Background: an optimization exercise with open tools, aiming at a short achievable clock period and few clock cycles. Do not read the settings as production practice.
The RTL was checked by simulation tests, not by an equivalence proof against the original design.
Power and IR drop assume default switching activity.

==> run A: inputs <==
// weird64
module weird64 (
    input  wire        clk,
    input  wire        rst,
    input  wire        bus_valid,
    input  wire        bus_write,
    input  wire [7:0]  bus_addr,
    input  wire [2:0]  bus_size,
    input  wire [31:0] bus_wdata,
    output reg  [31:0] bus_rdata,
    output wire        bus_err,
    output wire        irq
);
==> flow/config.mk <==
export PLATFORM = sky130hd
export DESIGN_NAME = weird64
export DESIGN_NICKNAME = weird64
export VERILOG_FILES = /design/flow/design.v
export SDC_FILE = /design/flow/constraint.sdc
export NUM_CORES = 4
export LEC_CHECK = 0
export CAP_MARGIN = 20
export CORE_MARGIN = 2
export CORE_UTILIZATION = 35
export SLEW_MARGIN = 20
==> flow/constraint.sdc <==
create_clock -name core_clock -period 15.0 [get_ports {clk}]
set_input_delay 3.0000 -clock core_clock [delete_from_list [all_inputs] [get_ports {clk}]]
set_output_delay 3.0000 -clock core_clock [all_outputs]
set_load 0.01 [all_outputs]
standard.sh (not shown) runs the stock make flow with config.mk's settings and CLKGATE_MAP_FILE= SYNTH_SCRIPT=/design/flow/synth_recipe.tcl, a recipe that flattens the netlist after the stock synthesis.
==> flow/flow/run.sh <==
#!/bin/bash
set -euo pipefail
bash standard.sh SETUP_SLACK_MARGIN=7.5 finish > standard_flow.log 2>&1
==> inputs of run F, as changes to run A <==
--- a/flow/design.v
+++ b/flow/design.v
@@ -287,62 +287,92 @@
                     d_pos_c  = i[3:0];
                     d_byte_c = in_byte[i];
                 end
         end
     end
-    reg  [5:0]  c_ci   [0:31];
-    reg  [31:0] c_bad;
-    reg  [31:0] c_hot  [0:31];
-    reg  [31:0] c_seen [0:31];
-    reg         c_fail_c;
-    reg  [2:0]  c_code_c;
-    reg  [4:0]  c_pos_c;
-    reg  [7:0]  c_byte_c;
-    reg  [4:0]  c_inv_c  [0:31];
+    reg  [1:0]  cb;              
+    wire [1:0]  c_b = (busy && cmd == CMD_CFG) ? cb : 2'd0;
+    wire        cmpl = busy && (cmd != CMD_CFG || cb == 2'd3);
+    reg  [31:0] t_seen;          
+    reg         t_fail;          
+    reg  [4:0]  t_pos;
+    reg  [7:0]  t_byte;
+    reg  [4:0]  t_inv  [0:31];   
+    reg  [4:0]  t_perm [0:31];   
+    reg  [63:0] c_w;             
+    reg  [7:0]  c_raw [0:7];
+    reg  [5:0]  c_ci  [0:7];
+    reg  [31:0] c_hot [0:7];
+    reg  [7:0]  c_bad;
+    reg  [31:0] c_seen_in, c_seen_out;
+    reg         c_fail_in, c_fail_out;
+    reg  [4:0]  c_pos_out;
+    reg  [7:0]  c_byte_out;
+    reg  [4:0]  c_inv_n  [0:31];
+    reg  [4:0]  c_perm_n [0:31];
     reg  [4:0]  c_ks_c   [0:12];
-    reg  [7:0]  c_fb;
     always @(*) begin
-        for (i = 0; i < 32; i = i + 1) begin
-            c_fb = fold(perm_byte[i]);
-            c_ci[i] = canon_idx(c_fb);
+        case (c_b)
+            2'd0: c_w = {perm[1], perm[0]};
+            2'd1: c_w = {perm[3], perm[2]};
+            2'd2: c_w = {perm[5], perm[4]};
+            default: c_w = {perm[7], perm[6]};
+        endcase
+        c_seen_in = (c_b == 2'd0) ? 32'h0 : t_seen;
+        c_fail_in = (c_b == 2'd0) ? 1'b0  : t_fail;
+        for (i = 0; i < 8; i = i + 1) begin
+            c_raw[i] = c_w[8*i +: 8];
+            c_ci[i]  = canon_idx(fold(c_raw[i]));
+            for (j = 0; j < 32; j = j + 1) c_hot[i][j] = (c_ci[i][4:0] == j);
+        end
+        for (i = 0; i < 8; i = i + 1) begin
+            c_bad[i] = !c_ci[i][5] || c_seen_in[c_ci[i][4:0]];
+            for (j = 0; j < i; j = j + 1)
+                if (c_ci[j][4:0] == c_ci[i][4:0]) c_bad[i] = 1'b1;
         end
-        for (i = 0; i < 32; i = i + 1)
-            for (j = 0; j < 32; j = j + 1)
-                c_hot[i][j] = (c_ci[i][4:0] == j);
-        c_seen[0] = 32'h0;
-        for (i = 1; i < 32; i = i + 1) c_seen[i] = c_seen[i-1] | c_hot[i-1];
-        for (i = 0; i < 32; i = i + 1)
-            c_bad[i] = !c_ci[i][5] || c_seen[i][c_ci[i][4:0]];
-        c_fail_c = 1'b0; c_code_c = 3'd0; c_pos_c = 5'd0; c_byte_c = 8'd0;
-        if (c_bad != 32'h0) begin
-            c_fail_c = 1'b1; c_code_c = 3'd5;
-            for (i = 31; i >= 0; i = i - 1)
+        c_seen_out = c_seen_in;
+        for (i = 0; i < 8; i = i + 1) c_seen_out = c_seen_out | c_hot[i];
+        c_fail_out = c_fail_in; c_pos_out = t_pos; c_byte_out = t_byte;
+        if (!c_fail_in && c_bad != 8'h0) begin
+            c_fail_out = 1'b1;
+            for (i = 7; i >= 0; i = i - 1)
                 if (c_bad[i]) begin
-                    c_pos_c  = i[4:0];
-                    c_byte_c = perm_byte[i];
+                    c_pos_out  = {c_b, i[2:0]};
+                    c_byte_out = c_raw[i];
                 end
-        end else if (salt_len == 32'h0) begin
-            c_fail_c = 1'b1; c_code_c = 3'd6;
         end
         for (i = 0; i < 32; i = i + 1) begin
-            c_inv_c[i] = 5'd0;
-            for (j = 0; j < 32; j = j + 1)
-                if (c_hot[j][i]) c_inv_c[i] = c_inv_c[i] | j[4:0];
+            c_inv_n[i]  = t_inv[i];
+            c_perm_n[i] = t_perm[i];
+            for (j = 0; j < 8; j = j + 1)
+                if (c_hot[j][i]) c_inv_n[i] = {c_b, j[2:0]};
+            if (i[4:3] == c_b) c_perm_n[i] = c_ci[i % 8][4:0];
         end
         for (i = 0; i < 13; i = i + 1) begin
             c_ks_c[i] = salt_byte[i][4:0];
             for (j = 1; j <= 12; j = j + 1)
                 if (salt_len == j && i >= j) c_ks_c[i] = salt_byte[i % j][4:0];
         end
     end
     always @(posedge clk) begin
+        t_seen <= c_seen_out;
+        t_fail <= c_fail_out;
+        t_pos  <= c_pos_out;
+        t_byte <= c_byte_out;
+        for (i = 0; i < 32; i = i + 1) begin
+            t_inv[i]  <= c_inv_n[i];
+            t_perm[i] <= c_perm_n[i];
+        end
+    end
+    always @(posedge clk) begin
         if (rst) begin
             busy <= 1'b0; done <= 1'b0; errf <= 1'b0; drop <= 1'b0; done_ie <= 1'b0;
             ei_code <= 3'h0; ei_pos <= 5'h0; ei_byte <= 8'h0;
             val_lo <= 32'h0; val_hi <= 32'h0; res_lo <= 32'h0; res_hi <= 32'h0;
             in_len <= 32'h0; salt_len <= 32'h1; out_len <= 4'h0;
             cmd <= CMD_ILL;
+            cb  <= 2'd0;
             for (i = 0; i < 4; i = i + 1) begin
                 in_text[i] <= 32'h0; salt[i] <= 32'h0;
             end
             for (i = 0; i < 13; i = i + 1) out_sym[i] <= 7'h0;
             perm[0] <= 32'h3332_3130; perm[1] <= 32'h3736_3534;
@@ -376,16 +406,18 @@
             end
             if (accept) begin
                 busy <= 1'b1;
                 done <= 1'b0;
                 errf <= 1'b0;
+                cb   <= 2'd1;
                 if (bus_wdata == 32'h1)      cmd <= CMD_ENC;
                 else if (bus_wdata == 32'h2) cmd <= CMD_DEC;
                 else if (bus_wdata == 32'h3) cmd <= CMD_CFG;
                 else                         cmd <= CMD_ILL;
             end
-            if (busy) begin
+            if (busy && !cmpl) cb <= cb + 2'd1;
+            if (cmpl) begin
                 busy <= 1'b0;
                 done <= 1'b1;
                 case (cmd)
                     CMD_ENC: begin
                         errf    <= 1'b0;
@@ -399,16 +431,18 @@
                         ei_code <= d_code_c; ei_pos <= {1'b0, d_pos_c}; ei_byte <= d_byte_c;
                         res_lo  <= d_fail_c ? 32'h0 : d_res_c[31:0];
                         res_hi  <= d_fail_c ? 32'h0 : d_res_c[63:32];
                     end
                     CMD_CFG: begin
-                        errf    <= c_fail_c;
-                        ei_code <= c_code_c; ei_pos <= c_pos_c; ei_byte <= c_byte_c;
-                        if (!c_fail_c) begin
+                        errf    <= c_fail_out || salt_len == 32'h0;
+                        ei_code <= c_fail_out ? 3'd5 : (salt_len == 32'h0) ? 3'd6 : 3'd0;
+                        ei_pos  <= c_fail_out ? c_pos_out : 5'd0;
+                        ei_byte <= c_fail_out ? c_byte_out : 8'd0;
+                        if (!c_fail_out && salt_len != 32'h0) begin
                             for (i = 0; i < 32; i = i + 1) begin
-                                a_perm[i] <= c_ci[i][4:0];
-                                a_inv[i]  <= c_inv_c[i];
+                                a_perm[i] <= c_perm_n[i];
+                                a_inv[i]  <= c_inv_n[i];
                             end
                             for (i = 0; i < 13; i = i + 1) a_ks[i] <= c_ks_c[i];
                         end
                     end
                     default: begin
--- a/flow/config.mk
+++ b/flow/config.mk
@@ -5,7 +5,7 @@
 export SDC_FILE = /design/flow/constraint.sdc
 export NUM_CORES = 4
 export LEC_CHECK = 0
 export CAP_MARGIN = 20
 export CORE_MARGIN = 2
-export CORE_UTILIZATION = 35
+export CORE_UTILIZATION = 30
 export SLEW_MARGIN = 20
==> impl_metrics.tcl <==
set metrics [dict create \
    cts_made_buffers 189 \
    yosysSeqAreaShare_pct 33.38 \
    grt_pass1_wl_um 1116000 \
    yosys.area_share.simple_pct 24.06 \
    dp_hpwl_um 608900 \
    synth-xor-area-share_pct 1.782 \
    status "timing/DRC/antenna clean" \
    yosys_register_bits 1652 \
]
Source of the figures above: run F

==> impl_metrics.tcl <==
set metrics [dict create \
    cts_made_buffers 164 \
    dp_hpwl_um 1187000 \
    yosysSeqAreaShare_pct 22.38 \
    synth-xor-area-share_pct 0.9728 \
    yosys_register_bits 1284 \
    firstError "[ERROR GRT-0116] Global routing finished with congestion. Check the congestion regions in the DRC Viewer." \
    status "stopped before the end" \
    yosys.area_share.simple_pct 32.76 \
    failed_stage "global routing" \
    grt_pass1_wl_um 2315000 \
]
Source of the figures above: run A

Testbench counts of run A, summed over its fixed seeds: cycles 45,992.
Testbench counts of run F, summed over its fixed seeds: cycles 46,516.

==> inputs of run K <==
weird64 with an RTL version that a note above also has.
==> flow/config.mk <==
export PLATFORM = sky130hd
export DESIGN_NAME = weird64
export DESIGN_NICKNAME = weird64
export VERILOG_FILES = /design/flow/design.v
export SDC_FILE = /design/flow/constraint.sdc
export NUM_CORES = 4
export LEC_CHECK = 0
export CAP_MARGIN = 20
export CORE_MARGIN = 2
export CORE_UTILIZATION = 55
export SLEW_MARGIN = 20
==> flow/constraint.sdc <==
create_clock -name core_clock -period 15.0 [get_ports {clk}]
set_input_delay 3.0000 -clock core_clock [delete_from_list [all_inputs] [get_ports {clk}]]
set_output_delay 3.0000 -clock core_clock [all_outputs]
set_load 0.01 [all_outputs]
Scripts as last shown in full above: flow/flow/run.sh
==> run E: changes against run K <==
==> flow/config.mk (replaced) <==
export PLATFORM = sky130hd
export DESIGN_NAME = weird64
export DESIGN_NICKNAME = weird64
export VERILOG_FILES = /design/flow/design.v
export SDC_FILE = /design/flow/constraint.sdc
export NUM_CORES = 4
export LEC_CHECK = 0
export CAP_MARGIN = 25
export CORE_MARGIN = 2
export CORE_UTILIZATION = 35
export SLEW_MARGIN = 35
==> run R: changes against run K <==
--- a/flow/config.mk
+++ b/flow/config.mk
@@ -7,5 +7,5 @@
 export LEC_CHECK = 0
 export CAP_MARGIN = 20
 export CORE_MARGIN = 2
-export CORE_UTILIZATION = 55
+export CORE_UTILIZATION = 38
 export SLEW_MARGIN = 20
==> qor summary <==
| quantity | run R | run K | run E |
|---|---|---|---|
| Critical path startpoint | bus_addr[6] | - | bus_addr[3] |
| Top metal layer carrying routed signals | met5 | - | met5 |
| Final sequential cell count | 1652 | - | 1652 |
| Number of non-clock inverters in the layout | 284 | - | 284 |
| Clk power | 5.07 mW | - | 5.05 mW |
| Number of maximum-capacitance violations | 0 | - | 0 |
| Number of clock buffers in the layout | 252 | - | 260 |
| End of the critical path | bus_rdata[3] | - | bus_rdata[5] |
| Data-path buffer share of cell area in the final layout | 8.73% | - | 8.71% |
| Outcome | complete, no violations | stopped before the end | complete, no violations |
| Stage where the flow stopped | - | global routing (5_1_grt) | - |
| Sequential cell power | 4.93 mW | - | 4.94 mW |
| Post-route cell area | 139000 µm² | - | 140000 µm² |
| Worst min-delay path endpoint | out_sym[3][1] | - | out_sym[2][5] |
| Routed wire length on met3 | 157 mm | - | 146 mm |
Testbench counts of run K, summed over its fixed seeds: cycles 46,516.
Testbench counts of run E, summed over its fixed seeds: cycles 46,516.
Testbench counts of run R, summed over its fixed seeds: cycles 46,516.

==> what the ideal ports hide <==
The results above use ideal ports. As a check the final layouts listed here were re-extracted and re-timed, cells and wires unchanged. Step 1: set_driving_cell puts a clkbuf_16 on clk and a buf_2 on each other input, an assumption about the parent block. Step 2 moves the port delays by t, midway between the first and last clock arrival at a register: inputs arrive t later, outputs are due t later. That takes back most of the time a late clock gives input paths. Three values: ideal ports, drivers, drivers and shift; two values: the first two.
run	t (ns)	slack for setup (ns)	worst setup path at the end	latest minus earliest clock arrival (ns)	worst data-port slew with drivers (ns)
run F	1.028	6.133 / 6.024 / 6.024	input to output	0.182 / 0.182	0.14
run E	1.034	6.378 / 6.325 / 6.325	input to output	0.129 / 0.129	0.18
run R	1.011	6.420 / 6.365 / 6.365	input to output	0.159 / 0.158	0.08
After both steps every run listed still meets setup and hold. For run F, which loses most, drivers alone change the setup slack by -0.109 ns; drivers and shift together by -0.109 ns.
